This is an optimization exercise on Yosys and OpenROAD, whose aim is small area, a short achievable clock period and few clock cycles per item, not a production implementation.
No functional check of the RTL was part of any run shown here.
Power figures rest on the tool's default switching activity, not on a simulated workload.

File: flow/run.sh
#!/bin/bash
# synth_recipe.tcl (not shown) runs the flow's synth.tcl, then flattens the netlist and writes it again
# the make line also repeats each setting of config.mk as NAME=value (left out here)
make -C /OpenROAD-flow-scripts/flow DESIGN_CONFIG=/design/flow/config.mk WORK_HOME=/design/flow/orfs CLKGATE_MAP_FILE= SYNTH_SCRIPT=/design/flow/synth_recipe.tcl finish
File: flow/config.mk
export PLATFORM = sky130hd
export DESIGN_NAME = pixel_packer
export DESIGN_NICKNAME = pixel_packer
export VERILOG_FILES = /design/flow/design.v
export SDC_FILE = /design/flow/constraint.sdc
export NUM_CORES = 4
export LEC_CHECK = 0
export ABC_CLOCK_PERIOD_IN_PS = 3000
export CAP_MARGIN = 20
export CORE_MARGIN = 2
export CORE_UTILIZATION = 40
export SETUP_SLACK_MARGIN = 5
export SLEW_MARGIN = 20
File: flow/constraint.sdc
create_clock -name core_clock -period 12.0 [get_ports {clk}]
set_input_delay 2.4000 -clock core_clock [delete_from_list [all_inputs] [get_ports {clk}]]
set_output_delay 2.4000 -clock core_clock [all_outputs]
set_load 0.01 [all_outputs]
File: flow/design.v
module pixel_packer #(
    parameter OUTBUF_BYTES = 128
) (
    input  wire        clk,
    input  wire        rst,           
    input  wire        req_valid,
    output wire        req_ready,
    input  wire        req_sp,        
    input  wire        req_we,        
    input  wire [29:0] req_addr,
    input  wire [31:0] req_wdata,
    output reg         resp_valid,
    output reg  [31:0] resp_rdata,
    output wire        irq
);
    localparam [1:0] ST_IDLE  = 2'd0;
    localparam [1:0] ST_BUSY  = 2'd1;
    localparam [1:0] ST_DONE  = 2'd2;
    localparam [1:0] ST_ERROR = 2'd3;
    localparam [5:0] O_CTRL      = 6'h00;
    localparam [5:0] O_STATUS    = 6'h01;
    localparam [5:0] O_MODE      = 6'h02;
    localparam [5:0] O_WIDTH     = 6'h03;
    localparam [5:0] O_HEIGHT    = 6'h04;
    localparam [5:0] O_PLANES    = 6'h05;
    localparam [5:0] O_PAL_LEN   = 6'h06;
    localparam [5:0] O_INTEN     = 6'h07;
    localparam [5:0] O_OUT_LEN   = 6'h08;
    localparam [5:0] O_ERR_POS   = 6'h09;
    localparam [5:0] O_ERR_RGB   = 6'h0A;
    localparam [5:0] O_POS       = 6'h0B;
    localparam [5:0] O_ACC       = 6'h0C;
    localparam [5:0] O_CAPS      = 6'h0D;
    localparam [5:0] O_PIXEL     = 6'h18;
    localparam [5:0] O_ROW_END   = 6'h19;
    localparam [5:0] O_FRAME_END = 6'h1A;
    reg  [1:0]  state;
    reg         dropped;
    reg  [1:0]  err_kind;
    reg  [2:0]  err_detail;
    reg  [1:0]  mode;
    reg  [15:0] width;
    reg  [15:0] height;
    reg  [31:0] planes;
    reg  [7:0]  pal_len;
    reg  [1:0]  inten;
    reg  [23:0] err_rgb;
    reg  [9:0]  pos_x;       
    reg  [15:0] pos_y;
    reg  [7:0]  acc0;
    reg  [7:0]  acc1;
    reg  [23:0] pal [0:7];
    reg  [7:0]  fw;          
    reg  [7:0]  pb;          
    reg         two;         
    wire busy = (state == ST_BUSY);
    reg         ready_q;
    reg         a_v, a_sp, a_we, a_hiz;
    reg  [7:0]  a_addr;
    reg  [31:0] a_wd;
    assign req_ready = ready_q;
    wire fire = req_valid && ready_q;
    wire start_like = !req_sp && req_we && (req_addr[7:0] == 8'd0) && req_wdata[0];
    wire       reg_sel = !a_sp && a_hiz && (a_addr[1:0] == 2'd0);
    wire [5:0] off     = a_addr[7:2];
    wire       wr      = a_v && a_we && reg_sel;
    wire       is_pal  = (off[5:3] == 3'b010);
    wire       w_pal   = wr && is_pal;
    wire       w_ctrl  = wr && (off == O_CTRL);
    wire       w_mode  = wr && (off == O_MODE);
    wire       w_width = wr && (off == O_WIDTH);
    wire       w_height= wr && (off == O_HEIGHT);
    wire       w_planes= wr && (off == O_PLANES);
    wire       w_pallen= wr && (off == O_PAL_LEN);
    wire       w_inten = wr && (off == O_INTEN);
    wire       w_pixel = wr && (off == O_PIXEL);
    wire       w_rowend= wr && (off == O_ROW_END);
    wire       w_frmend= wr && (off == O_FRAME_END);
    wire       w_cfg   = w_pal || w_mode || w_width || w_height || w_planes || w_pallen;
    wire       w_stream= w_pixel || w_rowend || w_frmend;
    wire       abort   = w_ctrl && a_wd[1];
    wire       start   = w_ctrl && !a_wd[1] && a_wd[0];
    wire [23:0] key = a_wd[31:8];
    wire [6:0]  eq;
    genvar gi;
    generate
        for (gi = 0; gi < 7; gi = gi + 1) begin : g_eq
            assign eq[gi] = (pal[gi] == key);
        end
    endgenerate
    wire m1 = (mode == 2'd1);
    wire m0 = (mode == 2'd0);
    reg        found;
    reg  [2:0] code;
    always @(*) begin
        if (m0 && eq[6])      begin found = 1'b1; code = 3'd6; end
        else if (m0 && eq[5]) begin found = 1'b1; code = 3'd5; end
        else if (m0 && eq[4]) begin found = 1'b1; code = 3'd4; end
        else if (m0 && eq[3]) begin found = 1'b1; code = 3'd3; end
        else if (eq[2])       begin found = 1'b1; code = 3'd2; end
        else if (eq[1])       begin found = 1'b1; code = 3'd1; end
        else if (eq[0])       begin found = 1'b1; code = 3'd0; end
        else                  begin found = 1'b0; code = 3'd0; end
    end
    wire [3:0] nib = m0 ? {1'b0, code} :
                     (code == 3'd1) ? 4'h3 : (code == 3'd2) ? 4'h4 : 4'h0;
    wire [7:0] acc0_next = m1 ? {acc0[6:0], (code == 3'd1)} : {acc0[3:0], nib};
    wire [7:0] acc1_next = {acc1[6:0], (code == 3'd2)};
    wire y_at_h = (pos_y == height);
    wire x_at_w = ({6'd0, pos_x} == width);
    wire last_in_byte = m1 ? (pos_x[2:0] == 3'd7) : pos_x[0];
    wire pix_ok = w_pixel && busy && !y_at_h && !x_at_w && found;
    wire [14:0] wq     = m1 ? {2'd0, width[15:3]} : width[15:1];
    wire        h_sml  = (height[15:4] == 12'd0) && (height[3:0] <= 4'd11);
    wire        w_sml  = (wq[14:4] == 11'd0) && (wq[3:0] <= 4'd11);
    reg         g_zero, g_big, g_m1;
    reg  [3:0]  g_s;
    reg  [7:0]  g_l;
    always @(posedge clk) begin
        g_zero <= (height == 16'd0) || (wq == 15'd0);
        g_big  <= !(h_sml && (wq[14:8] == 7'd0)) && !(w_sml && (height[15:8] == 8'd0));
        g_m1   <= m1;
        g_s    <= h_sml ? height[3:0] : wq[3:0];
        g_l    <= h_sml ? wq[7:0] : height[7:0];
    end
    wire [11:0] prod = g_s * g_l;
    reg         cap_ok_q;
    reg  [7:0]  pbytes_q;
    always @(posedge clk) begin
        cap_ok_q <= g_zero || (!g_big && (prod <= (g_m1 ? 12'd64 : 12'd128)));
        pbytes_q <= g_zero ? 8'd0 : prod[7:0];
    end
    wire [3:0] cur_n   = m0 ? 4'd7 : 4'd3;
    wire       align_ok = m1 ? (width[2:0] == 3'd0) : !width[0];
    reg st_p2, st_wait, cfg_chg;
    wire st_run = st_p2;
    always @(posedge clk) begin
        a_sp   <= req_sp;
        a_we   <= req_we;
        a_hiz  <= (req_addr[29:8] == 22'd0);
        a_addr <= req_addr[7:0];
        a_wd   <= req_wdata;
        if (rst) begin
            ready_q <= 1'b1;
            a_v     <= 1'b0;
        end else begin
            ready_q <= !(fire && start_like) && !(start && cfg_chg);
            a_v     <= fire;
        end
    end
    reg        w_en;
    reg  [6:0] w_k;
    reg  [7:0] w_d0, w_d1;
    always @(posedge clk) begin
        w_en <= !rst && pix_ok && last_in_byte;
        w_k  <= fw[6:0];
        w_d0 <= acc0_next;
        w_d1 <= m1 ? acc1_next : acc0_next;
    end
    wire [8*OUTBUF_BYTES-1:0] outbuf_flat;
    genvar b;
    generate
        for (b = 0; b < OUTBUF_BYTES; b = b + 1) begin : g_outbuf
            reg [7:0] data;    
            wire sel = w_en && (w_k[5:0] == b[5:0]) && (two || (w_k[6] == b[6]));
            always @(posedge clk) begin
                if (sel)
                    data <= (b < 64) ? w_d0 : w_d1;
            end
            assign outbuf_flat[8*b +: 8] = data;
        end
    endgenerate
    integer i;
    always @(posedge clk) begin
        if (rst) begin
            state      <= ST_IDLE;
            dropped    <= 1'b0;
            err_kind   <= 2'd0;
            err_detail <= 3'd0;
            mode       <= 2'd0;
            width      <= 16'd0;
            height     <= 16'd0;
            planes     <= 32'd0;
            pal_len    <= 8'd0;
            inten      <= 2'd0;
            err_rgb    <= 24'd0;
            pos_x      <= 10'd0;
            pos_y      <= 16'd0;
            acc0       <= 8'd0;
            acc1       <= 8'd0;
            st_p2      <= 1'b0;
            st_wait    <= 1'b0;
            cfg_chg    <= 1'b0;
            for (i = 0; i < 8; i = i + 1) pal[i] <= 24'd0;
        end else begin
            st_p2   <= (start && !cfg_chg) || st_wait;
            st_wait <= start && cfg_chg;
            cfg_chg <= !busy && (w_mode || w_width || w_height);
            if (st_run) begin
                dropped <= 1'b0;
                err_rgb <= 24'd0;
                pos_x   <= 10'd0;
                pos_y   <= 16'd0;
                acc0    <= 8'd0;
                acc1    <= 8'd0;
                if (pal_len != {4'd0, cur_n}) begin
                    state <= ST_ERROR; err_kind <= 2'd1; err_detail <= 3'd0;
                end else if (!align_ok) begin
                    state <= ST_ERROR; err_kind <= 2'd2; err_detail <= 3'd1;
                end else if (!cap_ok_q) begin
                    state <= ST_ERROR; err_kind <= 2'd2; err_detail <= 3'd2;
                end else begin
                    state <= ST_BUSY;  err_kind <= 2'd0; err_detail <= 3'd0;
                    fw  <= 8'd0;
                    pb  <= pbytes_q;
                    two <= m1;
                end
            end
            if (abort) begin
                state      <= ST_IDLE;
                dropped    <= 1'b0;
                err_kind   <= 2'd0;
                err_detail <= 3'd0;
                err_rgb    <= 24'd0;
                pos_x      <= 10'd0;
                pos_y      <= 16'd0;
                acc0       <= 8'd0;
                acc1       <= 8'd0;
            end
            if ((w_cfg && busy) || (w_stream && !busy))
                dropped <= 1'b1;
            if (!busy) begin
                if (w_pal)    pal[off[2:0]] <= a_wd[23:0];
                if (w_mode && a_wd[1:0] != 2'd3) mode <= a_wd[1:0];
                if (w_width)  width   <= a_wd[15:0];
                if (w_height) height  <= a_wd[15:0];
                if (w_planes) planes  <= a_wd;
                if (w_pallen) pal_len <= a_wd[7:0];
            end
            if (w_inten) inten <= a_wd[1:0];
            if (w_pixel && busy) begin
                if (y_at_h) begin
                    state <= ST_ERROR; err_kind <= 2'd2; err_detail <= 3'd5;
                end else if (x_at_w) begin
                    state <= ST_ERROR; err_kind <= 2'd2; err_detail <= 3'd3;
                end else if (!found) begin
                    state <= ST_ERROR; err_kind <= 2'd3; err_detail <= 3'd0;
                    err_rgb <= key;
                end else begin
                    acc0  <= acc0_next;
                    if (m1) acc1 <= acc1_next;
                    pos_x <= pos_x + 10'd1;
                    if (last_in_byte) fw <= fw + 8'd1;
                end
            end
            if (w_rowend && busy) begin
                if (y_at_h) begin
                    state <= ST_ERROR; err_kind <= 2'd2; err_detail <= 3'd5;
                end else if (!x_at_w) begin
                    state <= ST_ERROR; err_kind <= 2'd2; err_detail <= 3'd4;
                end else begin
                    pos_y <= pos_y + 16'd1;
                    pos_x <= 10'd0;
                    acc0  <= 8'd0;
                    acc1  <= 8'd0;
                end
            end
            if (w_frmend && busy) begin
                if (!y_at_h) begin
                    state <= ST_ERROR; err_kind <= 2'd2; err_detail <= 3'd6;
                end else begin
                    state <= ST_DONE;
                end
            end
        end
    end
    wire [6:0] ra    = a_addr[6:0];
    wire [7:0] rdiff = {1'b0, ra} - pb;
    wire       upper = two && !rdiff[7];           
    wire [6:0] rk    = upper ? rdiff[6:0] : ra;
    wire [6:0] rp    = upper ? {1'b1, rdiff[5:0]} : ra;
    wire       rok   = a_hiz && !a_addr[7] && ({1'b0, rk} < fw);
    reg        r_v, r_out, r_ok, r_reg, r_pal;
    reg  [6:0] r_p;
    reg  [5:0] r_off;
    always @(posedge clk) begin
        r_v   <= !rst && a_v && !a_we;
        r_out <= a_sp;
        r_ok  <= rok;
        r_p   <= rp;
        r_reg <= reg_sel;
        r_pal <= reg_sel && is_pal;
        r_off <= off;
    end
    wire irq_now = ((state == ST_DONE) && inten[0]) || ((state == ST_ERROR) && inten[1]);
    wire err_st  = (state == ST_ERROR);
    wire len_st  = (state == ST_BUSY) || (state == ST_DONE);
    reg [31:0] reg_rdata;
    always @(*) begin
        reg_rdata = 32'd0;
        if (r_pal) begin
            reg_rdata = {8'd0, pal[r_off[2:0]]};
        end else if (r_reg) begin
            case (r_off)
                O_STATUS:  reg_rdata = {20'd0, 1'b0, err_detail, 2'd0, err_kind, irq_now, dropped, state};
                O_MODE:    reg_rdata = {30'd0, mode};
                O_WIDTH:   reg_rdata = {16'd0, width};
                O_HEIGHT:  reg_rdata = {16'd0, height};
                O_PLANES:  reg_rdata = planes;
                O_PAL_LEN: reg_rdata = {24'd0, pal_len};
                O_INTEN:   reg_rdata = {30'd0, inten};
                O_OUT_LEN: reg_rdata = len_st ? {24'd0, two ? {pb[6:0], 1'b0} : pb} : 32'd0;
                O_ERR_POS: reg_rdata = err_st ? {pos_y, 6'd0, pos_x} : 32'd0;
                O_ERR_RGB: reg_rdata = {8'd0, err_rgb};
                O_POS:     reg_rdata = {pos_y, 6'd0, pos_x};
                O_ACC:     reg_rdata = {16'd0, acc1, acc0};
                O_CAPS:    reg_rdata = OUTBUF_BYTES;
                default:   reg_rdata = 32'd0;
            endcase
        end
    end
    wire [7:0] out_byte = outbuf_flat[8*r_p +: 8];
    reg irq_q;
    assign irq = irq_q;
    always @(posedge clk) begin
        resp_rdata <= r_out ? {24'd0, r_ok ? out_byte : 8'd0} : reg_rdata;
        if (rst) begin
            resp_valid <= 1'b0;
            irq_q      <= 1'b0;
        end else begin
            resp_valid <= r_v;
            irq_q      <= irq_now;
        end
    end
endmodule
==> flow_summary_export.csv, run 1 <==
group,metric,value,unit
place,hpwlAfterDp,107500,µm
floorplanning,fp.dieW,403.2,µm
layout,top_regs,"g_outbuf.data (1024), pal (192)",
setup_path,cp-end-kind,"register",
yosys,synth_area,0.06373,mm²
timing,drv_slew,0,
yosys,ys.flop_type,"edfxtp_1",
setup_path,cp.buffers_inverters,2,
setup_path,required,12.64,ns
yosys,synth_cell_types,72,
global_routing,grt_overflow_total,0,
layout,final_cell_area,0.07245,mm²
route,dr_total_vias,36120,
yosys,synth.avg_cell_area,16.06,µm²
cts,cts.sinks,1531,
route,wl_per_cell,27.44,µm
place,io_buffers,101,
yosys,synthCells,3968,
yosys,synth_seq_cells,1531,
layout,multi_input_area,0.01956,mm²
timing,hold_ws,0.4024,ns
layout,largest_reg_flops,1024,
timing,post-route-min-period,4.676,ns
layout,seqCellArea,0.04304,mm²
floorplanning,rows,146,
place,gp_congestion,0.9184,
pwr,power_density,154.1,mW/mm²
yosys,ys_seq_area_frac,0.6745,
timing,fmax,0.2138,GHz
route,drtPass1Iterations,8,
floorplanning,fp.dieArea,0.1625,mm²
setup_path,cp.arrival,5.32,ns
floorplanning,die_y,403.2,µm
cts,ctsResizeCount,0,
timing,finalWorstSetupSlack,7.324,ns
layout,top_register,"g_outbuf.data",
route,viasPerCell,5.753,
global_routing,grt_pass1_vias,35790,
setup_path,cp_slowest_cell,"dfxtp_4",
global_routing,antenna_found_initial,4,
timing,hold_violations,0,
floorplanning,io_pins,102,
layout,fin_nets,4186,
setup_path,worst-path-max-fanout,42,
place,place_area,0.06709,mm²
layout,nFillCells,13580,
timing,slew_headroom,0.2222,
setup_path,crit_family,"buffers and inverters",
route,drc,0,
floorplanning,core,0.1584,mm²
timing,period_share,0.3897,
timing,fin_tns_setup,0,ns
setup_path,path_cells,"buf_4 > buf_4 > mux4_2 > mux4_2 > mux2i_1 > nor2_1 > or4_1",
route,detail-route-antenna-nets,0,
global_routing,grt_pass1_wl,251300,µm
global_routing,track_usage,0.2115,
hold_path,hold_class,"register to register",
setup_path,slowest_delay,0.87,ns
cts,postCtsSetupBuffers,0,
yosys,syn-num-nets,4086,
yosys,synth_async_sr_flop_share,0,
timing,rsz0062_at_grt,"false",
pwr,p_total,11160,µW
cts,cts_root_buf,"clkbuf_16",
cts,h-tree-depth,4,
cts,clkLatencyLatePin,0.82,ns
setup_path,critPathKind,"register to register",
run,maxCapViolations,0,
cts,clock_path_buffers,3,
route,drt_iter0_markers,4477,
global_routing,grt_max_degree,65,
pwr,vdd_drop_max,125.0,µV
route,routed_wl,172300,µm
floorplanning,start_util,0.4024,
setup_path,critPathLaunchType,"register",
yosys,synth_edf_count,1233,
outcome,run_status,"complete, no violations",
cts,cts_tree,"built",
cts,numCtsBuffers,159,
yosys,synth_warnings,1,
place,dp_slack,6.524,ns
timing,finalSetupViolations,0,
cts,cts.reportedPaths.clkPinSlew,0.06,ns
layout,area_delta_synth_final,13.68,%
layout,drive_gt1_frac,0.1786,
cts,postCtsHoldBufs,0,
timing,finClkSkew,0.08767,ns
timing,max_slew.worst_pin.slew,1.162,ns
pwr,p_leak,0.02474,µW
## power breakdown
group	leakage, µW	switching (µW)	internal, µW
clock	0.00258	2140	2850
sequential	0.0150	67.8	5700
combinational	0.00711	233	172
## metrics by stage
step,utilization,std cells
floorplan,-,3968
global placement,0.4233,5977
detailed placement,0.4236,5979
CTS,0.4573,6276
global route,0.4574,6276
finish,0.4575,6279
## path summary, 6_finish.rpt
check,cells past startpoint,start,endpoint,slack (ns)
worst max-delay path,7,r_p[0],resp_rdata[4],7.32
worst min-delay path,0,pbytes_q[1],pb[1],0.40
worst max register to register,7,r_p[0],resp_rdata[4],7.32
worst min register to register,0,pbytes_q[1],pb[1],0.40
## cell usage after synthesis, types with 85 or more instances
cell type | number | area, µm²
edfxtp_1 | 1233 | 37030
dfxtp_1 | 298 | 5966
nand2_1 | 230 | 863.3
a21oi_1 | 133 | 665.6
and2_1 | 225 | 1408
mux4_2 | 375 | 8446
nand3_1 | 92 | 460.4
nor2_1 | 250 | 938.4
clkbuf_1 | 160 | 600.6
xor2_1 | 96 | 840.8
mux2i_1 | 85 | 850.8
xnor2_1 | 116 | 1016
## cells in the final DEF, fill, tap and decap left out, types with 17 or more instances in the layout
cell	netlist	routed
clkinv_1	0	28
and2_1	225	225
nand2_1	230	230
nor2b_1	17	17
mux2i_1	85	85
dfxtp_1	298	274
nand3b_1	23	23
and3_1	21	21
nor4_1	43	42
clkdlybuf4s50_1	0	100
edfxtp_1	1233	1233
buf_4	9	90
o21ai_0	64	58
xor2_1	96	96
a222oi_1	22	22
clkinv_2	0	25
dfxtp_2	0	17
xnor2_1	116	116
clkbuf_16	0	162
inv_1	58	58
nand3_1	92	92
nand4_1	39	39
a21oi_1	133	133
nor2_1	250	248
a22oi_1	22	22
nor3_1	44	39
o22ai_1	18	18
mux4_2	375	375
ha_1	38	38
clkbuf_1	160	39
## kinds of logic after synthesis
family,Yosys count,share of synthesized area
XOR/XNOR,212,0.02913
AND/OR/NAND/NOR,1042,0.08232
AO/OA/AOI/OAI,357,0.03561
multiplexers,465,0.1467
flip-flops,1531,0.6745
buffers and inverters,310,0.02010
adder cells (fa/ha/maj),51,0.01154
## cell type report
cell class / instances / share of cell area
Sequential cell: 1531 / 0.5940
Multi-Input combinational cell: 2127 / 0.2700
Clock buffer: 213 / 0.06025
Tap cell: 2072 / 0.03578
Timing Repair Buffer: 191 / 0.02342
Clock inverter: 84 / 0.01338
Inverter: 58 / 0.003005
Antenna cell: 3 / 0.0001036
## worst register-to-register path, delay by kind of cell, from the launching register on
family / cells / cell delay (ns)
buffers and inverters: 2 / 1.63
DFF: 1 / 0.87
muxes: 3 / 1.40
and+or+nand+nor: 2 / 0.62
## per-layer routing
layer	track usage	part of all wire	vias up
met3	0.03956	0.077	290
met4	0.06406	0.029	2
met5	0	0.000075	-
met1	0.2970	0.42	18820
li1	-	-	15490
met2	0.3356	0.47	1523
==> inputs of run 2 (changes only) <==
==> flow/flow/run.sh (new file) <==
#!/bin/bash
# The standard layout (the standard.sh: ORFS synthesis to finish),
# with repair_timing asked for 8 ns of setup slack at the design's 12 ns
# clock, so that the resizer keeps working on paths well below the period.
set -e
export SETUP_SLACK_MARGIN=8
bash standard.sh > standard.log 2>&1
==> flow/standard.sh (new file) <==
#!/bin/bash
# synth_recipe.tcl (not shown) runs the flow's synth.tcl, then flattens the netlist and writes it again
# the make line also repeats each setting of config.mk as NAME=value (left out here)
make -C /OpenROAD-flow-scripts/flow DESIGN_CONFIG=/design/flow/config.mk WORK_HOME=/design/flow/orfs CLKGATE_MAP_FILE= SYNTH_SCRIPT=/design/flow/synth_recipe.tcl "${@:-finish}"
--- a/flow/config.mk
+++ b/flow/config.mk
@@ -9,5 +9,4 @@
 export CAP_MARGIN = 20
 export CORE_MARGIN = 2
 export CORE_UTILIZATION = 40
-export SETUP_SLACK_MARGIN = 5
 export SLEW_MARGIN = 20
removed: flow/run.sh
==> run 2 against run 1 <==
Compared with the run above: count of clock-buffer cells in the layout shrank 8; register-to-register slack gained 0.77 ns; clock power barely moved; synthesized cell count stayed put; global-route usage rose by 0.19 points; design area grew 0.21%; sequential power about the same; total power is 0.14% higher; via count up 0.62%; utilization grew 0.094 points; first-iteration DRC count shrank 3.7%; critical path type is now register to primary output; largest cell class unchanged.
==> flow_summary_export.csv, run 2 <==
group,metric,value,unit
yosys,synth_mux_area_frac,0.1467,
timing,hold_violations,0,
cts,cts.sinks,1531,
pwr,p_leak,0.02502,µW
cts,clkLatencyLatePin,0.81,ns
place,place_area,0.06708,mm²
yosys,synth-xor-area-share,0.02913,
layout,final_cell_mix,"edfxtp_1, mux4_2, dfxtp_1",
setup_path,slowest_delay,0.43,ns
layout,top_regs,"g_outbuf.data (1024), pal (192)",
route,routed_wl,174500,µm
timing,finClkSkew,0.03802,ns
cts,clock_path_buffers,3,
floorplanning,fp.dieArea,0.1625,mm²
yosys,yosysMostFrequentCell,"edfxtp_1",
layout,top_register,"g_outbuf.data",
setup_path,critPathKind,"register to primary output",
setup_path,cp-end-kind,"primary output",
yosys,synth_top_area_share,0.5809,
pwr,clock_power_share,0.447,
timing,slew_headroom,0.2364,
layout,finalNonFillerCells,6287,
setup_path,cp.arrival,1.54,ns
hold_path,hold-path-cell-count,0,
timing,finalWorstSetupSlack,8.061,ns
run,maxCapViolations,0,
yosys,synth-simple-area-share,0.08232,
global_routing,grt_pass1_wl,252600,µm
timing,max_slew.worst_pin.slew,1.142,ns
yosys,syn-num-nets,4086,
pwr,power_frac_seq,0.515,
floorplanning,start_util,0.4024,
yosys,synth_cell_types,72,
layout,final_cell_area,0.07260,mm²
cts,postCtsHoldBufs,0,
setup_path,crit_family,"flip-flops",
floorplanning,fp.dieW,403.2,µm
place,hpwlAfterDp,109900,µm
timing,fmax,0.2539,GHz
setup_path,critPathLaunchType,"register",
setup_path,path_cells,"clkdlybuf4s15_1",
timing,post-route-min-period,3.939,ns
yosys,synth_compound_area_frac,0.03561,
layout,fin_nets,4201,
pwr,swShare,0.2164,
route,viasPerCell,5.781,
setup_path,required,9.60,ns
yosys,synth_commonest_cells,"edfxtp_1, mux4_2, dfxtp_1, nor2_1, nand2_1",
floorplanning,io_pins,102,
global_routing,track_usage,0.2134,
timing,drv_slew,0,
global_routing,grt_max_degree,69,
route,drtPass1Iterations,8,
floorplanning,core,0.1584,mm²
route,wl_per_cell,27.76,µm
global_routing,grt_pass1_vias,35690,
floorplanning,rows,146,
place,io_buffers,101,
cts,cts.reportedPaths.clkPinSlew,0.06,ns
timing,period_share,0.3283,
yosys,synth_area,0.06373,mm²
hold_path,hold_class,"register to register",
yosys,synthCells,3968,
cts,numCtsBuffers,162,
route,drt_iter0_markers,4312,
yosys,synth_warnings,1,
layout,largest_reg_flops,1024,
outcome,run_status,"complete, no violations",
route,dr_total_vias,36350,
setup_path,worst-path-max-fanout,1,
timing,hold_ws,0.4064,ns
yosys,synth_edf_count,1233,
pwr,combPwrFrac,0.038,
yosys,ys_seq_area_frac,0.6745,
cts,cts_root_buf,"clkbuf_16",
place,place_inst,5981,
yosys,synth_top_family_by_area,"multiplexers",
setup_path,cp_slowest_cell,"dfxtp_1",
pwr,power_switching,2420,µW
layout,final_common_cell,"edfxtp_1",
setup_path,crit_cells,1,
cts,h-tree-depth,4,
layout,drive_gt1_frac,0.1849,
global_routing,antenna_found_initial,10,
yosys,ys.flop_type,"edfxtp_1",
pwr,p_int,8760,µW
timing,rsz0062_at_grt,"true",
yosys,synthTopCellsByArea,"edfxtp_1, mux4_2, dfxtp_1",
floorplanning,die_y,403.2,µm
route,detail-route-antenna-nets,0,
setup_path,cp.buffers_inverters,1,
yosys,synth_seq_cells,1531,
yosys,synth_largest_area_cell,"edfxtp_1",
route,drc,0,
place,gp_congestion,0.9216,
yosys,synth_async_sr_flop_share,0,
yosys,synth_fa_ha_area_frac,0.01154,
yosys,synth.avg_cell_area,16.06,µm²
global_routing,grt_overflow_total,0,
pwr,vdd_drop_max,154.9,µV
cts,cts_tree,"built",
pwr,power_density,154.0,mW/mm²
setup_path,rr_worst_depth,7,
setup_path,r2r_slack,8.09,ns
place,dp_slack,6.940,ns
timing,finalSetupViolations,0,
timing,fin_tns_setup,0,ns
layout,area_delta_synth_final,13.91,%
-- run 2: cell count changes in the layout (fill, tap and decap cells not counted), sizes merged --
cell / delta
buf: +12
dlygate4sd2: +36
clkinv: +4
diode: -1
clkdlybuf4s15: +1
clkdlybuf4s50: -37
bufinv: +2
clkinvlp: -4
clkbuf: -8
inv: +3
-- run 2: kinds of logic after synthesis --
| family | count (synthesis) |
|---|---|
| flops | 1531 |
| simple gates | 1042 |
| mux | 465 |
| compound gates | 357 |
| buf+inv | 310 |
| xor+xnor | 212 |
| fa+ha+maj | 51 |
-- run 2: what timing repair did --
item	in CTS	in global routing
gates resized for setup	66	25
gates cloned	0	0
buffers inserted	0	10
endpoints found under the setup margin	48	36
pin swaps	1	4
-- run 2: power by group through the flow --
| stage | registers, µW | logic [µW] | clock network, µW |
|---|---|---|---|
| floorplan | 5830 | 286 | 0 |
| global placement | 5880 | 414 | 0 |
| detailed placement | 5880 | 414 | 0 |
| CTS | 5760 | 419 | 5080 |
| global route | 5760 | 443 | 5290 |
| finish | 5760 | 421 | 5000 |
-- run 2: area by class of cell --
cell class	count	area [µm²]
Fill cell	13490	85780
Tap cell	2072	2592
Clock buffer	205	4354
Antenna cell	2	5.005
Timing Repair Buffer	203	1821
Sequential cell	1531	43050
Inverter	58	217.7
Multi-Input combinational cell	2127	19610
Clock inverter	89	948.4
-- run 2: worst paths after layout --
kind,end,start
setup / recovery,resp_rdata[1],resp_rdata[1]
hold / removal,pb[5],pbytes_q[5]
setup reg to reg,err_rgb[13],a_sp
hold reg to reg,pb[5],pbytes_q[5]
-- run 2: per-stage QoR --
| stage | total power [µW] | util |
|---|---|---|
| global route | 11490 | 0.4584 |
| global placement | 6290 | 0.4235 |
| CTS | 11260 | 0.4574 |
| finish | 11180 | 0.4584 |
| floorplan | 6117 | - |
| detailed placement | 6289 | 0.4235 |
-- run 2: metal layers --
metal | GRT usage | vias to the layer above | part of all wire
li1 | - | 15550 | -
met1 | 0.3029 | 18820 | 0.42
met2 | 0.3306 | 1675 | 0.46
met3 | 0.04736 | 286 | 0.094
met4 | 0.06209 | 12 | 0.028
met5 | 0 | - | 0.0014
==> inputs of run 3 (changes only) <==
--- a/flow/design.v
+++ b/flow/design.v
@@ -53,6 +53,7 @@
     reg  [7:0]  fw;          
     reg  [7:0]  pb;          
     reg         two;         
+    reg  [7:0]  pbfw;        
     wire busy = (state == ST_BUSY);
     reg         ready_q;
     reg         a_v, a_sp, a_we, a_hiz;
@@ -123,13 +124,16 @@
         g_s    <= h_sml ? height[3:0] : wq[3:0];
         g_l    <= h_sml ? wq[7:0] : height[7:0];
     end
-    wire [11:0] prod = g_s * g_l;
-    reg         cap_ok_q;
-    reg  [7:0]  pbytes_q;
+    reg  [11:0] prod_q;
+    reg         z_q, b_q, m1_q;
     always @(posedge clk) begin
-        cap_ok_q <= g_zero || (!g_big && (prod <= (g_m1 ? 12'd64 : 12'd128)));
-        pbytes_q <= g_zero ? 8'd0 : prod[7:0];
+        prod_q <= g_s * g_l;
+        z_q    <= g_zero;
+        b_q    <= g_big;
+        m1_q   <= g_m1;
     end
+    wire       cap_ok_q = z_q || (!b_q && (prod_q <= (m1_q ? 12'd64 : 12'd128)));
+    wire [7:0] pbytes_q = z_q ? 8'd0 : prod_q[7:0];
     wire [3:0] cur_n   = m0 ? 4'd7 : 4'd3;
     wire       align_ok = m1 ? (width[2:0] == 3'd0) : !width[0];
     reg st_p2, st_wait, cfg_chg;
@@ -211,8 +215,9 @@
                     state <= ST_ERROR; err_kind <= 2'd2; err_detail <= 3'd2;
                 end else begin
                     state <= ST_BUSY;  err_kind <= 2'd0; err_detail <= 3'd0;
-                    fw  <= 8'd0;
-                    pb  <= pbytes_q;
+                    fw   <= 8'd0;
+                    pb   <= pbytes_q;
+                    pbfw <= pbytes_q;
                     two <= m1;
                 end
             end
@@ -250,7 +255,10 @@
                     acc0  <= acc0_next;
                     if (m1) acc1 <= acc1_next;
                     pos_x <= pos_x + 10'd1;
-                    if (last_in_byte) fw <= fw + 8'd1;
+                    if (last_in_byte) begin
+                        fw   <= fw + 8'd1;
+                        pbfw <= pbfw + 8'd1;
+                    end
                 end
             end
             if (w_rowend && busy) begin
@@ -274,56 +282,69 @@
             end
         end
     end
-    wire [6:0] ra    = a_addr[6:0];
-    wire [7:0] rdiff = {1'b0, ra} - pb;
-    wire       upper = two && !rdiff[7];           
-    wire [6:0] rk    = upper ? rdiff[6:0] : ra;
-    wire [6:0] rp    = upper ? {1'b1, rdiff[5:0]} : ra;
-    wire       rok   = a_hiz && !a_addr[7] && ({1'b0, rk} < fw);
-    reg        r_v, r_out, r_ok, r_reg, r_pal;
-    reg  [6:0] r_p;
-    reg  [5:0] r_off;
+    wire [6:0] ra     = a_addr[6:0];
+    wire       in_rng = a_sp && a_hiz && !a_addr[7];
+    wire       ge_pb  = two && ({1'b0, ra} >= pb);
+    wire       rok    = in_rng && (({1'b0, ra} < fw) || (ge_pb && ({1'b0, ra} < pbfw)));
+    wire [6:0] rdiff  = ra - pb[6:0];
+    wire [6:0] rp     = ge_pb ? {1'b1, rdiff[5:0]} : ra;
+    reg        r_v;
+    reg [15:0] r_hi;
+    reg [7:0]  r_lo;
+    reg [7:0]  r_pal;
+    reg        r_status, r_mode, r_width, r_height, r_planes, r_pallen, r_inten;
+    reg        r_outlen, r_errpos, r_errrgb, r_pos, r_acc, r_caps;
+    integer j;
     always @(posedge clk) begin
-        r_v   <= !rst && a_v && !a_we;
-        r_out <= a_sp;
-        r_ok  <= rok;
-        r_p   <= rp;
-        r_reg <= reg_sel;
-        r_pal <= reg_sel && is_pal;
-        r_off <= off;
+        r_v <= !rst && a_v && !a_we;
+        for (j = 0; j < 16; j = j + 1) r_hi[j] <= rok && (rp[6:3] == j);
+        for (j = 0; j < 8; j = j + 1)  r_lo[j] <= (rp[2:0] == j);
+        for (j = 0; j < 8; j = j + 1)  r_pal[j] <= reg_sel && is_pal && (off[2:0] == j);
+        r_status <= reg_sel && (off == O_STATUS);
+        r_mode   <= reg_sel && (off == O_MODE);
+        r_width  <= reg_sel && (off == O_WIDTH);
+        r_height <= reg_sel && (off == O_HEIGHT);
+        r_planes <= reg_sel && (off == O_PLANES);
+        r_pallen <= reg_sel && (off == O_PAL_LEN);
+        r_inten  <= reg_sel && (off == O_INTEN);
+        r_outlen <= reg_sel && (off == O_OUT_LEN);
+        r_errpos <= reg_sel && (off == O_ERR_POS);
+        r_errrgb <= reg_sel && (off == O_ERR_RGB);
+        r_pos    <= reg_sel && (off == O_POS);
+        r_acc    <= reg_sel && (off == O_ACC);
+        r_caps   <= reg_sel && (off == O_CAPS);
     end
     wire irq_now = ((state == ST_DONE) && inten[0]) || ((state == ST_ERROR) && inten[1]);
     wire err_st  = (state == ST_ERROR);
     wire len_st  = (state == ST_BUSY) || (state == ST_DONE);
-    reg [31:0] reg_rdata;
+    wire [7:0] out_len = two ? {pb[6:0], 1'b0} : pb;
+    reg [31:0] rdata;
+    integer k;
     always @(*) begin
-        reg_rdata = 32'd0;
-        if (r_pal) begin
-            reg_rdata = {8'd0, pal[r_off[2:0]]};
-        end else if (r_reg) begin
-            case (r_off)
-                O_STATUS:  reg_rdata = {20'd0, 1'b0, err_detail, 2'd0, err_kind, irq_now, dropped, state};
-                O_MODE:    reg_rdata = {30'd0, mode};
-                O_WIDTH:   reg_rdata = {16'd0, width};
-                O_HEIGHT:  reg_rdata = {16'd0, height};
-                O_PLANES:  reg_rdata = planes;
-                O_PAL_LEN: reg_rdata = {24'd0, pal_len};
-                O_INTEN:   reg_rdata = {30'd0, inten};
-                O_OUT_LEN: reg_rdata = len_st ? {24'd0, two ? {pb[6:0], 1'b0} : pb} : 32'd0;
-                O_ERR_POS: reg_rdata = err_st ? {pos_y, 6'd0, pos_x} : 32'd0;
-                O_ERR_RGB: reg_rdata = {8'd0, err_rgb};
-                O_POS:     reg_rdata = {pos_y, 6'd0, pos_x};
-                O_ACC:     reg_rdata = {16'd0, acc1, acc0};
-                O_CAPS:    reg_rdata = OUTBUF_BYTES;
-                default:   reg_rdata = 32'd0;
-            endcase
-        end
+        rdata = 32'd0;
+        for (k = 0; k < OUTBUF_BYTES; k = k + 1)
+            rdata[7:0] = rdata[7:0] | ({8{r_hi[k / 8] && r_lo[k % 8]}} & outbuf_flat[8*k +: 8]);
+        for (k = 0; k < 8; k = k + 1)
+            rdata = rdata | ({32{r_pal[k]}} & {8'd0, pal[k]});
+        rdata = rdata
+            | ({32{r_status}} & {20'd0, 1'b0, err_detail, 2'd0, err_kind, irq_now, dropped, state})
+            | ({32{r_mode}}   & {30'd0, mode})
+            | ({32{r_width}}  & {16'd0, width})
+            | ({32{r_height}} & {16'd0, height})
+            | ({32{r_planes}} & planes)
+            | ({32{r_pallen}} & {24'd0, pal_len})
+            | ({32{r_inten}}  & {30'd0, inten})
+            | ({32{r_outlen && len_st}} & {24'd0, out_len})
+            | ({32{r_errpos && err_st}} & {pos_y, 6'd0, pos_x})
+            | ({32{r_errrgb}} & {8'd0, err_rgb})
+            | ({32{r_pos}}    & {pos_y, 6'd0, pos_x})
+            | ({32{r_acc}}    & {16'd0, acc1, acc0})
+            | ({32{r_caps}}   & OUTBUF_BYTES);
     end
-    wire [7:0] out_byte = outbuf_flat[8*r_p +: 8];
     reg irq_q;
     assign irq = irq_q;
     always @(posedge clk) begin
-        resp_rdata <= r_out ? {24'd0, r_ok ? out_byte : 8'd0} : reg_rdata;
+        resp_rdata <= rdata;
         if (rst) begin
             resp_valid <= 1'b0;
             irq_q      <= 1'b0;
==> flow/flow/run.sh (replaced) <==
#!/bin/bash
# The standard layout (the standard.sh: ORFS synthesis to finish),
# with repair_timing asked for extra setup slack at the design's 12 ns
# clock, so that the resizer keeps working on paths well below the period.
set -e
export SETUP_SLACK_MARGIN=8.5
bash standard.sh > standard.log 2>&1
==> run 3 against run 2 <==
Compared with the run above: sequential share of layout area up 0.49 points; global-route usage is 12 points higher; die area barely moved; clock power barely moved; wire length grew 60%; setup slack improved by 0.26 ns; clock skew grew 0.037 ns; synthesized cell count grew 20%; worst hold slack lost 0.080 ns; area after synthesis about the same; critical endpoint is now pbfw[6]; largest power group unchanged.
==> flow_summary_export.csv, run 3 <==
group,metric,value,unit
outcome,run_status,"complete, no violations",
route,detail-route-antenna-nets,0,
place,place_area,0.06781,mm²
hold_path,min_to,"z_q",
yosys,synth_largest_area_cell,"edfxtp_1",
timing,hold_violations,0,
layout,top_register,"g_outbuf.data",
place,hpwlAfterDp,175300,µm
layout,final_cell_mix,"edfxtp_1, nand2_1, dfxtp_1",
yosys,ys.flop_type,"edfxtp_1",
floorplanning,core,0.1584,mm²
yosys,synth_edf_count,1241,
route,drt_iter0_markers,9717,
pwr,p_leak,0.02536,µW
layout,final_cell_area,0.07360,mm²
timing,finalSetupViolations,0,
global_routing,track_usage,0.3351,
floorplanning,die_y,403.2,µm
timing,drv_slew,0,
yosys,synthCells,4753,
layout,finalNonFillerCells,7081,
cts,clock_path_buffers,3,
floorplanning,io_pins,102,
setup_path,required,12.54,ns
place,place_inst,6757,
timing,fin_tns_setup,0,ns
global_routing,grt_pass1_wl,372600,µm
cts,clkLatencyLatePin,0.87,ns
route,drc,0,
yosys,synth_commonest_cells,"edfxtp_1, dfxtp_1, nand2_1, nor2_1, clkbuf_1",
setup_path,rr_startpoint,"a_wd[15]",
yosys,ys_seq_area_frac,0.6888,
yosys,synth.avg_cell_area,13.41,µm²
route,viasPerCell,6.795,
place,io_buffers,101,
run,maxCapViolations,0,
layout,seqCellArea,0.04400,mm²
timing,max_slew.worst_pin.slew,1.375,ns
yosys,synthTopCellsByArea,"edfxtp_1, dfxtp_1, a22oi_1",
setup_path,r2r_slack,8.32,ns
cts,postCtsHoldBufs,0,
layout,final_common_cell,"edfxtp_1",
cts,h-tree-depth,4,
yosys,synth_cell_types,80,
setup_path,worst-path-max-fanout,23,
floorplanning,fp.dieArea,0.1626,mm²
timing,period_share,0.3070,
yosys,synth_async_sr_flop_share,0,
layout,nFillCells,13870,
floorplanning,fp.dieW,403.2,µm
route,routed_wl,278700,µm
yosys,synth_seq_cells,1573,
setup_path,rr_endpoint,"pbfw[6]",
route,drtPass1Iterations,10,
layout,drive_gt1_frac,0.1427,
cts,cts.reportedPaths.clkPinSlew,0.06,ns
layout,top_regs,"g_outbuf.data (1024), pal (192)",
setup_path,cp.arrival,4.23,ns
route,wl_per_cell,39.36,µm
layout,area_delta_synth_final,15.43,%
global_routing,grt_overflow_total,0,
floorplanning,rows,146,
yosys,synth_area,0.06376,mm²
setup_path,critPathLaunchType,"register",
layout,multi_input_area,0.01907,mm²
setup_path,rr_worst_depth,10,
timing,rsz0062_at_grt,"true",
route,dr_total_vias,48120,
hold_path,worstHoldStart,"g_zero",
cts,cts.sinks,1573,
timing,finClkSkew,0.07519,ns
global_routing,antenna_found_initial,26,
pwr,power_density,151.4,mW/mm²
setup_path,cp-end-kind,"register",
timing,slew_headroom,0.08259,
yosys,yosysMostFrequentCell,"edfxtp_1",
hold_path,hold_class,"register to register",
timing,fmax,0.2715,GHz
global_routing,grt_pass1_vias,43680,
floorplanning,start_util,0.4026,
pwr,vdd_drop_max,134.6,µV
cts,numCtsBuffers,159,
layout,largest_reg_flops,1024,
yosys,synth_top_area_share,0.5845,
layout,fin_nets,4988,
setup_path,critPathKind,"register to register",
yosys,syn-num-nets,4878,
cts,cts_tree,"built",
cts,cts_root_buf,"clkbuf_16",
place,gp_congestion,1.046,
global_routing,grt_max_degree,79,
hold_path,hold-path-cell-count,0,
yosys,synth_warnings,1,
timing,post-route-min-period,3.684,ns
timing,hold_ws,0.3262,ns
[run 3: cell types whose count changed in the layout (fill, tap and decap cells not counted), moves of 72 or more]
cell and change:
a22o_1 +132, mux4_2 -375, a32oi_1 +113, a22oi_1 +197, nor2_2 +81, nand4_1 +76
nand3_1 +117, nand2_1 +72
[run 3: how the worst max path moves through the flow]
stage	depth (start not counted)	endpoint	slack, ns	from
after floorplan	5	pal[0][0]	8.10	rst
after global routing	10	pbfw[6]	8.29	a_wd[15]
after global placement	6	pal[3][11]	7.08	rst
after detailed placement	6	pal[3][23]	6.98	rst
final	10	pbfw[6]	8.32	a_wd[15]
after CTS	11	pbfw[6]	8.28	a_wd[11]
[run 3: logic make-up (layout without fill, tap and decap cells)]
group	count (synthesis)	count (layout)	synth area share
flip-flops	1573	1573	0.6888
AND/OR/NAND/NOR	1454	1456	0.1172
AO/OA/AOI/OAI	985	990	0.1168
buffers and inverters	410	646	0.02530
XOR/XNOR	210	210	0.02897
multiplexers	63	63	0.01003
adder cells (fa/ha/maj)	58	58	0.01291
other	0	13	0
[run 3: final cells by class]
| cell class | count | area share |
|---|---|---|
| antenna | 13 | 0.0004420 |
| clock buffer | 223 | 0.05969 |
| clock inverter | 71 | 0.01039 |
| inverter | 62 | 0.003383 |
| multi-input combinational | 2777 | 0.2591 |
| sequential | 1573 | 0.5979 |
| tap | 2072 | 0.03523 |
| timing repair buffer | 290 | 0.03387 |
[run 3: what timing repair did]
item,CTS,global route
gates cloned,6,1
resized for setup,193,81
buffers inserted,5,0
endpoints found under the setup margin,290,432
pin swaps,10,8
[run 3: routing by layer]
layer,vias to the layer above,wire [µm],share of wire,GRT usage
met2,4648,114000,0.41,0.4686
li1,18560,-,-,-
met3,1070,46330,0.17,0.1558
met1,23810,95460,0.34,0.4162
met4,28,22600,0.081,0.2120
met5,-,341,0.0012,0.009218
[run 3: worst max-delay path, cell delays in order, from the launching register on]
cell,delay (ns)
dfxtp_1,0.31
buf_4,0.38
xnor2_1,0.17
nand4_1,0.12
or4_4,0.56
nor4_4,0.33
and4b_4,0.31
a211oi_4,0.25
buf_6,0.24
mux2_2,0.36
a221o_1,0.34
[run 3: where the power goes]
| group | leakage [µW] | switching, µW | internal (µW) |
|---|---|---|---|
| logic | 0.00777 | 182 | 83.1 |
| registers | 0.0151 | 64.0 | 5840 |
| clock network | 0.00251 | 2240 | 2720 |
| total | 0.0254 | 2490 | 8650 |
[run 3: metrics by stage]
stage,power (µW),utilization,worst slack (ns)
floorplan,6122,-,8.102
global placement,6264,0.4277,7.078
detailed placement,6267,0.4282,6.982
CTS,11120,0.4615,8.285
global route,11350,0.4645,8.290
finish,11140,0.4647,8.316
==> inputs of run 4 (changes only) <==
--- a/flow/config.mk
+++ b/flow/config.mk
@@ -8,5 +8,5 @@
 export ABC_CLOCK_PERIOD_IN_PS = 3000
 export CAP_MARGIN = 20
 export CORE_MARGIN = 2
-export CORE_UTILIZATION = 40
+export CORE_UTILIZATION = 60
 export SLEW_MARGIN = 20
==> run 4 against run 3 <==
Compared with the run above: sequential share of layout area increased by 0.63 points; wire length fell by 2.0%; clock skew fell by 0.045 ns; critical path depth is 3 lower; largest cell class unchanged; largest power group unchanged.
==> flow_summary_export.csv, run 4 <==
group,metric,value,unit
timing,fmax,0.2680,GHz
cts,cts.sinks,1573,
place,io_buffers,101,
timing,post-route-min-period,3.731,ns
global_routing,track_usage,0.4994,
yosys,ys_seq_area_frac,0.6888,
pwr,p_int,8832,µW
layout,final_common_cell,"edfxtp_1",
route,routed_wl,273300,µm
yosys,synth_area,0.06376,mm²
route,viasPerCell,7.657,
timing,rsz0062_at_grt,"true",
setup_path,worst-path-max-fanout,30,
cts,numCtsBuffers,161,
yosys,synthTopCellsByArea,"edfxtp_1, dfxtp_1, a22oi_1",
route,detail-route-antenna-nets,0,
timing,slew_headroom,0.09024,
pwr,vdd_drop_max,181.7,µV
timing,max_slew.worst_pin.slew,1.363,ns
global_routing,antenna_found_initial,30,
timing,fin_tns_setup,0,ns
route,drc,0,
route,drtPass1Iterations,9,
yosys,synth_top_area_share,0.5845,
yosys,synth.avg_cell_area,13.41,µm²
place,hpwlAfterDp,171400,µm
run,maxCapViolations,0,
outcome,run_status,"complete, no violations",
yosys,ys.flop_type,"edfxtp_1",
yosys,yosysMostFrequentCell,"edfxtp_1",
floorplanning,fp.dieArea,0.1089,mm²
setup_path,critPathLaunchType,"register",
global_routing,grt_pass1_vias,44250,
cts,cts.reportedPaths.clkPinSlew,0.06,ns
cts,clkLatencyLatePin,0.80,ns
layout,final_cell_area,0.07287,mm²
pwr,clock_power_share,0.451,
timing,drv_slew,0,
pwr,power_frac_seq,0.525,
timing,finalSetupViolations,0,
cts,cts_root_buf,"clkbuf_16",
timing,hold_ws,0.3290,ns
layout,drive_gt1_frac,0.1411,
pwr,power_density,154.4,mW/mm²
global_routing,grt_pass1_wl,365900,µm
setup_path,cp-end-kind,"register",
hold_path,hold_class,"register to register",
yosys,synth_cell_types,80,
timing,hold_violations,0,
yosys,syn-num-nets,4878,
timing,period_share,0.3109,
setup_path,cp.arrival,4.29,ns
route,wl_per_cell,42.55,µm
cts,h-tree-depth,4,
floorplanning,core,0.1053,mm²
layout,largest_reg_flops,1024,
route,drt_iter0_markers,10960,
setup_path,critPathKind,"register to register",
pwr,power_switching,2418,µW
place,place_area,0.06691,mm²
layout,final_cell_mix,"edfxtp_1, nand2_1, dfxtp_1",
yosys,synth_async_sr_flop_share,0,
yosys,synthCells,4753,
yosys,synth_edf_count,1241,
yosys,synth_seq_cells,1573,
floorplanning,fp.dieW,330.0,µm
timing,finClkSkew,0.03044,ns
global_routing,grt_max_degree,65,
global_routing,grt_overflow_total,0,
layout,top_register,"g_outbuf.data",
setup_path,required,12.56,ns
pwr,p_leak,0.02545,µW
floorplanning,rows,119,
place,gp_congestion,1.069,
yosys,synth_commonest_cells,"edfxtp_1, dfxtp_1, nand2_1, nor2_1, clkbuf_1",
floorplanning,die_y,330.0,µm
cts,clock_path_buffers,3,
pwr,swShare,0.2150,
yosys,synth_warnings,1,
route,dr_total_vias,49180,
layout,fin_nets,5002,
cts,cts_tree,"built",
layout,top_regs,"g_outbuf.data (1024), pal (192)",
yosys,synth_largest_area_cell,"edfxtp_1",
layout,area_delta_synth_final,14.29,%
pwr,combPwrFrac,0.024,
floorplanning,io_pins,102,
floorplanning,start_util,0.6057,
cts,postCtsHoldBufs,0,
==> run 4: kinds of logic after synthesis <==
| group | synth area share |
|---|---|
| compound gates | 0.1168 |
| simple gates | 0.1172 |
| xor+xnor | 0.02897 |
| mux | 0.01003 |
| flops | 0.6888 |
| buf+inv | 0.02530 |
| fa+ha+maj | 0.01291 |
==> run 4: power by group through the flow <==
stage / Sequential [µW] / Clock [µW] / Combinational, µW
detailed placement: 6020 / 0 / 238
CTS: 5900 / 5040 / 248
global placement: 6020 / 0 / 236
global route: 5900 / 5240 / 269
floorplan: 5980 / 0 / 143
finish: 5910 / 5080 / 266
==> run 4: worst max-delay path: stages (launching register included) <==
cell and delay, ns:
dfxtp_4 0.47, buf_4 0.33, buf_4 0.39, a22o_1 0.29, a22oi_1 0.65, o211ai_1 0.49
nor4_1 0.47, nand4b_1 0.34
==> run 4: final cells by class <==
class / count / area, µm²
Sequential cell: 1573 / 44020
Timing Repair inverter: 2 / 22.52
Tap cell: 1391 / 1740
Timing Repair Buffer: 295 / 2534
Clock inverter: 73 / 709.4
Antenna cell: 15 / 37.54
Multi-Input combinational cell: 2782 / 18950
Inverter: 62 / 260.3
Clock buffer: 230 / 4586
Fill cell: 7423 / 32400
==> run 4: repair_timing <==
| action | in CTS | in global routing |
|---|---|---|
| pin swaps | 11 | 2 |
| endpoints found under the setup margin | 527 | 220 |
| cloned | 12 | 2 |
| setup buffers | 6 | 3 |
| gates resized for setup | 221 | 55 |
==> run 4: per-layer routing <==
metal | track usage | up-vias | routed length (µm)
li1 | - | 18630 | -
met1 | 0.6602 | 24060 | 94130
met2 | 0.6456 | 5291 | 105400
met3 | 0.2871 | 1162 | 54990
met4 | 0.2580 | 38 | 18360
met5 | 0.02870 | - | 417
==> run 4: final timing paths <==
check / from / end / slack (ns) / cells past startpoint
worst min register to register: g_m1 / m1_q / 0.33 / 0
worst max-delay path: r_lo[0] / resp_rdata[3] / 8.27 / 7
worst min-delay path: g_m1 / m1_q / 0.33 / 0
worst max register to register: r_lo[0] / resp_rdata[3] / 8.27 / 7
==> run 4: per-stage QoR <==
| stage | total power [µW] | worst slack, ns | instances | util |
|---|---|---|---|---|
| global placement | 6254 | 6.508 | 6073 | 0.6349 |
| global route | 11410 | 8.278 | 6415 | 0.6920 |
| detailed placement | 6257 | 6.884 | 6076 | 0.6356 |
| CTS | 11190 | 8.290 | 6397 | 0.6884 |
| finish | 11250 | 8.269 | 6423 | 0.6922 |
| floorplan | 6122 | 8.102 | 4753 | - |
==> inputs of run 5 (changes only) <==
--- a/flow/design.v
+++ b/flow/design.v
@@ -56,39 +56,59 @@
     reg  [7:0]  pbfw;        
     wire busy = (state == ST_BUSY);
     reg         ready_q;
-    reg         a_v, a_sp, a_we, a_hiz;
+    reg         a_v, a_sp, a_we, a_hiz0, a_hiz1, a_regw;
     reg  [7:0]  a_addr;
     reg  [31:0] a_wd;
+    reg  [6:0]  eq;
+    reg         o_pal, o_ctrl, o_mode, o_width, o_height, o_planes, o_pallen;
+    reg         o_inten, o_pixel, o_rowend, o_frmend;
     assign req_ready = ready_q;
     wire fire = req_valid && ready_q;
     wire start_like = !req_sp && req_we && (req_addr[7:0] == 8'd0) && req_wdata[0];
+    wire [5:0] in_off = req_addr[7:2];
+    integer q;
+    always @(posedge clk) begin
+        a_sp     <= req_sp;
+        a_we     <= req_we;
+        a_hiz0   <= (req_addr[18:8] == 11'd0);
+        a_hiz1   <= (req_addr[29:19] == 11'd0);
+        a_regw   <= !req_sp && req_we && (req_addr[1:0] == 2'd0);
+        a_addr   <= req_addr[7:0];
+        a_wd     <= req_wdata;
+        o_pal    <= (in_off[5:3] == 3'b010);
+        o_ctrl   <= (in_off == O_CTRL);
+        o_mode   <= (in_off == O_MODE);
+        o_width  <= (in_off == O_WIDTH);
+        o_height <= (in_off == O_HEIGHT);
+        o_planes <= (in_off == O_PLANES);
+        o_pallen <= (in_off == O_PAL_LEN);
+        o_inten  <= (in_off == O_INTEN);
+        o_pixel  <= (in_off == O_PIXEL);
+        o_rowend <= (in_off == O_ROW_END);
+        o_frmend <= (in_off == O_FRAME_END);
+        for (q = 0; q < 7; q = q + 1) eq[q] <= (pal[q] == req_wdata[31:8]);
+    end
+    wire       a_hiz   = a_hiz0 && a_hiz1;
     wire       reg_sel = !a_sp && a_hiz && (a_addr[1:0] == 2'd0);
     wire [5:0] off     = a_addr[7:2];
-    wire       wr      = a_v && a_we && reg_sel;
     wire       is_pal  = (off[5:3] == 3'b010);
-    wire       w_pal   = wr && is_pal;
-    wire       w_ctrl  = wr && (off == O_CTRL);
-    wire       w_mode  = wr && (off == O_MODE);
-    wire       w_width = wr && (off == O_WIDTH);
-    wire       w_height= wr && (off == O_HEIGHT);
-    wire       w_planes= wr && (off == O_PLANES);
-    wire       w_pallen= wr && (off == O_PAL_LEN);
-    wire       w_inten = wr && (off == O_INTEN);
-    wire       w_pixel = wr && (off == O_PIXEL);
-    wire       w_rowend= wr && (off == O_ROW_END);
-    wire       w_frmend= wr && (off == O_FRAME_END);
+    wire       wr      = a_v && a_regw && a_hiz;
+    wire       w_pal   = wr && o_pal;
+    wire       w_ctrl  = wr && o_ctrl;
+    wire       w_mode  = wr && o_mode;
+    wire       w_width = wr && o_width;
+    wire       w_height= wr && o_height;
+    wire       w_planes= wr && o_planes;
+    wire       w_pallen= wr && o_pallen;
+    wire       w_inten = wr && o_inten;
+    wire       w_pixel = wr && o_pixel;
+    wire       w_rowend= wr && o_rowend;
+    wire       w_frmend= wr && o_frmend;
     wire       w_cfg   = w_pal || w_mode || w_width || w_height || w_planes || w_pallen;
     wire       w_stream= w_pixel || w_rowend || w_frmend;
     wire       abort   = w_ctrl && a_wd[1];
     wire       start   = w_ctrl && !a_wd[1] && a_wd[0];
     wire [23:0] key = a_wd[31:8];
-    wire [6:0]  eq;
-    genvar gi;
-    generate
-        for (gi = 0; gi < 7; gi = gi + 1) begin : g_eq
-            assign eq[gi] = (pal[gi] == key);
-        end
-    endgenerate
     wire m1 = (mode == 2'd1);
     wire m0 = (mode == 2'd0);
     reg        found;
@@ -138,12 +158,9 @@
     wire       align_ok = m1 ? (width[2:0] == 3'd0) : !width[0];
     reg st_p2, st_wait, cfg_chg;
     wire st_run = st_p2;
+    reg rst_q;    
     always @(posedge clk) begin
-        a_sp   <= req_sp;
-        a_we   <= req_we;
-        a_hiz  <= (req_addr[29:8] == 22'd0);
-        a_addr <= req_addr[7:0];
-        a_wd   <= req_wdata;
+        rst_q <= rst;
         if (rst) begin
             ready_q <= 1'b1;
             a_v     <= 1'b0;
@@ -156,7 +173,7 @@
     reg  [6:0] w_k;
     reg  [7:0] w_d0, w_d1;
     always @(posedge clk) begin
-        w_en <= !rst && pix_ok && last_in_byte;
+        w_en <= pix_ok && last_in_byte;
         w_k  <= fw[6:0];
         w_d0 <= acc0_next;
         w_d1 <= m1 ? acc1_next : acc0_next;
@@ -176,7 +193,7 @@
     endgenerate
     integer i;
     always @(posedge clk) begin
-        if (rst) begin
+        if (rst_q) begin
             state      <= ST_IDLE;
             dropped    <= 1'b0;
             err_kind   <= 2'd0;
==> flow/flow/run.sh (replaced) <==
#!/bin/bash
# The standard layout (the standard.sh: ORFS synthesis to finish), with
# two changes to how it is made:
# - repair_timing is asked for extra setup slack at the design's 12 ns
#   clock, so that the resizer keeps working on paths well below the period;
# - every input and output port still gets its buffer from buffer_ports, but
#   a buf_4 rather than the small delay cell it picks by default.
set -e
export SETUP_SLACK_MARGIN=8.5
export BUFFER_PORTS_ARGS="-buffer_cell sky130_fd_sc_hd__buf_4"
bash standard.sh > standard.log 2>&1
--- a/flow/config.mk
+++ b/flow/config.mk
@@ -8,5 +8,5 @@
 export ABC_CLOCK_PERIOD_IN_PS = 3000
 export CAP_MARGIN = 20
 export CORE_MARGIN = 2
-export CORE_UTILIZATION = 60
+export CORE_UTILIZATION = 40
 export SLEW_MARGIN = 20
==> run 5 against run 4 <==
Compared with the run above: clock power up 3%; global-route usage is 16 points lower; maximum frequency is 3.6% lower; total power increased by 2.1%; sequential power grew 2%; register-to-register slack improved by 0.02 ns; synthesized cell count up 2.0%; area after synthesis is 0.68% higher; first-iteration DRC count decreased by 16%; largest power group unchanged.
==> flow_summary_export.csv, run 5 <==
group,metric,value,unit
hold_path,hold_class,"register to register",
yosys,synth_warnings,1,
setup_path,cp.arrival,1.47,ns
yosys,synth_commonest_cells,"edfxtp_1, dfxtp_1, nand2_1, nand3_1, a22oi_1",
floorplanning,fp.dieW,404.6,µm
layout,fin_nets,5098,
yosys,synth_edf_count,1241,
yosys,yosysMostFrequentCell,"edfxtp_1",
layout,area_delta_synth_final,15.33,%
cts,h-tree-depth,4,
yosys,synth_async_sr_flop_share,0,
timing,finalWorstSetupSlack,8.128,ns
layout,top_register,"g_outbuf.data",
timing,slew_headroom,0.1088,
setup_path,critPathKind,"register to primary output",
run,maxCapViolations,0,
global_routing,grt_pass1_vias,44970,
layout,drive_gt1_frac,0.1478,
route,drc,0,
cts,clkLatencyLatePin,0.90,ns
layout,fin_util,0.4627,
setup_path,cp.buffers_inverters,1,
cts,cts_tree,"built",
setup_path,path_cells,"buf_6",
floorplanning,io_pins,102,
yosys,synthTopCellsByArea,"edfxtp_1, dfxtp_1, a22oi_1",
cts,cts.reportedPaths.clkPinSlew,0.06,ns
setup_path,crit_path_start,"resp_rdata[5]",
floorplanning,rows,147,
layout,largest_reg_flops,1024,
timing,fin_tns_setup,0,ns
route,drt_iter0_markers,9248,
layout,top_regs,"g_outbuf.data (1024), pal (192)",
layout,final_common_cell,"edfxtp_1",
timing,finClkSkew,0.08235,ns
setup_path,rr_startpoint,"r_hi[6]",
layout,nFillCells,14130,
timing,hold_ws,0.3075,ns
setup_path,required,9.60,ns
route,wl_per_cell,39.63,µm
setup_path,cp-end-kind,"primary output",
global_routing,grt_pass1_wl,384200,µm
yosys,synth_top_area_share,0.5806,
timing,max_slew.worst_pin.slew,1.335,ns
place,place_area,0.06810,mm²
cts,cts.sinks,1594,
timing,rsz0062_at_grt,"true",
floorplanning,core,0.1600,mm²
timing,period_share,0.3227,
route,routed_wl,285800,µm
place,io_buffers,101,
place,gp_congestion,1.060,
pwr,power_density,155.1,mW/mm²
pwr,vdd_drop_max,177.5,µV
setup_path,worst-path-max-fanout,1,
cts,clock_path_buffers,3,
setup_path,cp_slowest_cell,"dfxtp_4",
timing,fmax,0.2583,GHz
route,drtPass1Iterations,10,
hold_path,worstHoldStart,"g_big",
floorplanning,die_y,404.6,µm
global_routing,grt_max_degree,68,
timing,finalSetupViolations,0,
yosys,synth_largest_area_cell,"edfxtp_1",
route,detail-route-antenna-nets,0,
place,hpwlAfterDp,184100,µm
yosys,synth_cell_types,78,
route,viasPerCell,6.738,
place,dp_slack,8.019,ns
global_routing,antenna_found_initial,26,
pwr,p_leak,0.02546,µW
yosys,ys_seq_area_frac,0.6906,
global_routing,track_usage,0.3428,
outcome,run_status,"complete, no violations",
layout,final_cell_area,0.07403,mm²
yosys,synth.avg_cell_area,13.24,µm²
route,dr_total_vias,48600,
yosys,ys.flop_type,"edfxtp_1",
timing,post-route-min-period,3.872,ns
setup_path,slowest_delay,0.45,ns
yosys,synth_area,0.06419,mm²
layout,final_cell_mix,"edfxtp_1, nand2_1, nand3_1",
yosys,syn-num-nets,4974,
timing,hold_violations,0,
yosys,synth_seq_cells,1594,
floorplanning,start_util,0.4011,
global_routing,grt_overflow_total,0,
cts,cts_root_buf,"clkbuf_16",
floorplanning,fp.dieArea,0.1637,mm²
setup_path,critPathLaunchType,"register",
cts,numCtsBuffers,167,
yosys,synthCells,4849,
timing,drv_slew,0,
setup_path,crit_family,"flip-flops",
-- run 5: cell type report --
| type | count | area, µm² | share of cell area |
|---|---|---|---|
| Sequential cell | 1594 | 44460 | 0.6006 |
| Multi-Input combinational cell | 2845 | 18730 | 0.2530 |
| Clock buffer | 221 | 4619 | 0.06240 |
| Tap cell | 2086 | 2610 | 0.03525 |
| Timing Repair Buffer | 295 | 2385 | 0.03221 |
| Clock inverter | 90 | 924.6 | 0.01249 |
| Inverter | 70 | 276.5 | 0.003735 |
| Antenna cell | 11 | 27.53 | 0.0003718 |
-- run 5: worst paths after layout --
kind                   end  slack [ns]  cells after the start
min reg2reg            b_q        0.31                      0
max          resp_rdata[5]        8.13                      1
min                    b_q        0.31                      0
max reg2reg  resp_rdata[6]        8.29                      8
-- run 5: cells by family after synthesis --
| kind of cell | after synthesis | synth area share |
|---|---|---|
| flops | 1594 | 0.6906 |
| simple gates | 1491 | 0.1175 |
| compound gates | 1058 | 0.1212 |
| buf+inv | 410 | 0.02472 |
| xor+xnor | 209 | 0.02852 |
| fa+ha+maj | 58 | 0.01283 |
| mux | 29 | 0.004561 |
-- run 5: metrics by stage --
stage	power, µW	instances
5_1_grt	11700	7202
4_1_cts	11470	7195
3_3_place_gp	6344	6881
3_5_place_dp	6346	6884
6_report	11490	7212
2_1_floorplan	6198	4849
-- run 5: timing repair --
| action | in CTS | in global routing |
|---|---|---|
| gates resized for setup | 88 | 13 |
| buffers inserted | 0 | 5 |
| hold buffers | 0 | 0 |
| pin swaps | 0 | 3 |
| cloned | 0 | 0 |
| endpoints found under the setup margin | 45 | 115 |
-- run 5: power by group --
| part | total (µW) | switching [µW] | internal [µW] | leakage [µW] |
|---|---|---|---|---|
| Sequential | 6000 | 82.9 | 5920 | 0.0152 |
| Clock | 5250 | 2360 | 2880 | 0.00269 |
| Combinational | 241 | 168 | 73.4 | 0.00759 |
-- run 5: routing by layer --
layer / up-vias / track usage / part of all wire
met5: - / 0.0008921 / 0.00078
li1: 18930 / - / -
met3: 1185 / 0.1245 / 0.14
met4: 34 / 0.2370 / 0.090
met2: 4406 / 0.5111 / 0.43
met1: 24040 / 0.4133 / 0.34

## port drivers added, routing unchanged
No port has a modelled driver above. Below, the same layouts with a new extraction and two added sets of constraints.
Step 1 (the two cells are an assumption about what drives the block):
set clk [get_ports {clk}]
set_driving_cell -lib_cell sky130_fd_sc_hd__clkbuf_16 $clk
set_driving_cell -lib_cell sky130_fd_sc_hd__buf_2 [delete_from_list [all_inputs] $clk]
Step 2 moves the port delays by t, midway between the first and last clock arrival at a register: inputs arrive t later, outputs are due t later. That takes back most of the time a late clock gives input paths.
Three values: ideal ports, drivers, drivers and shift; two values: the first two.
run | t, ns | slack for setup (ns) | pins driven straight from the clock port
run 1 | 0.854 | 7.324 / 7.324 / 6.614 | 1
run 2 | 0.867 | 8.061 / 7.987 / 7.282 | 1
run 3 | 0.905 | 8.316 / 8.249 / 7.525 | 1
run 4 | 0.865 | 8.269 / 8.192 / 7.711 | 1
run 5 | 0.933 | 8.128 / 8.049 / 8.024 | 1
After both steps every run listed still meets setup and hold. The setup slack of run 3, which loses most, moves by -0.067 ns with the drivers and by -0.791 ns with both steps.
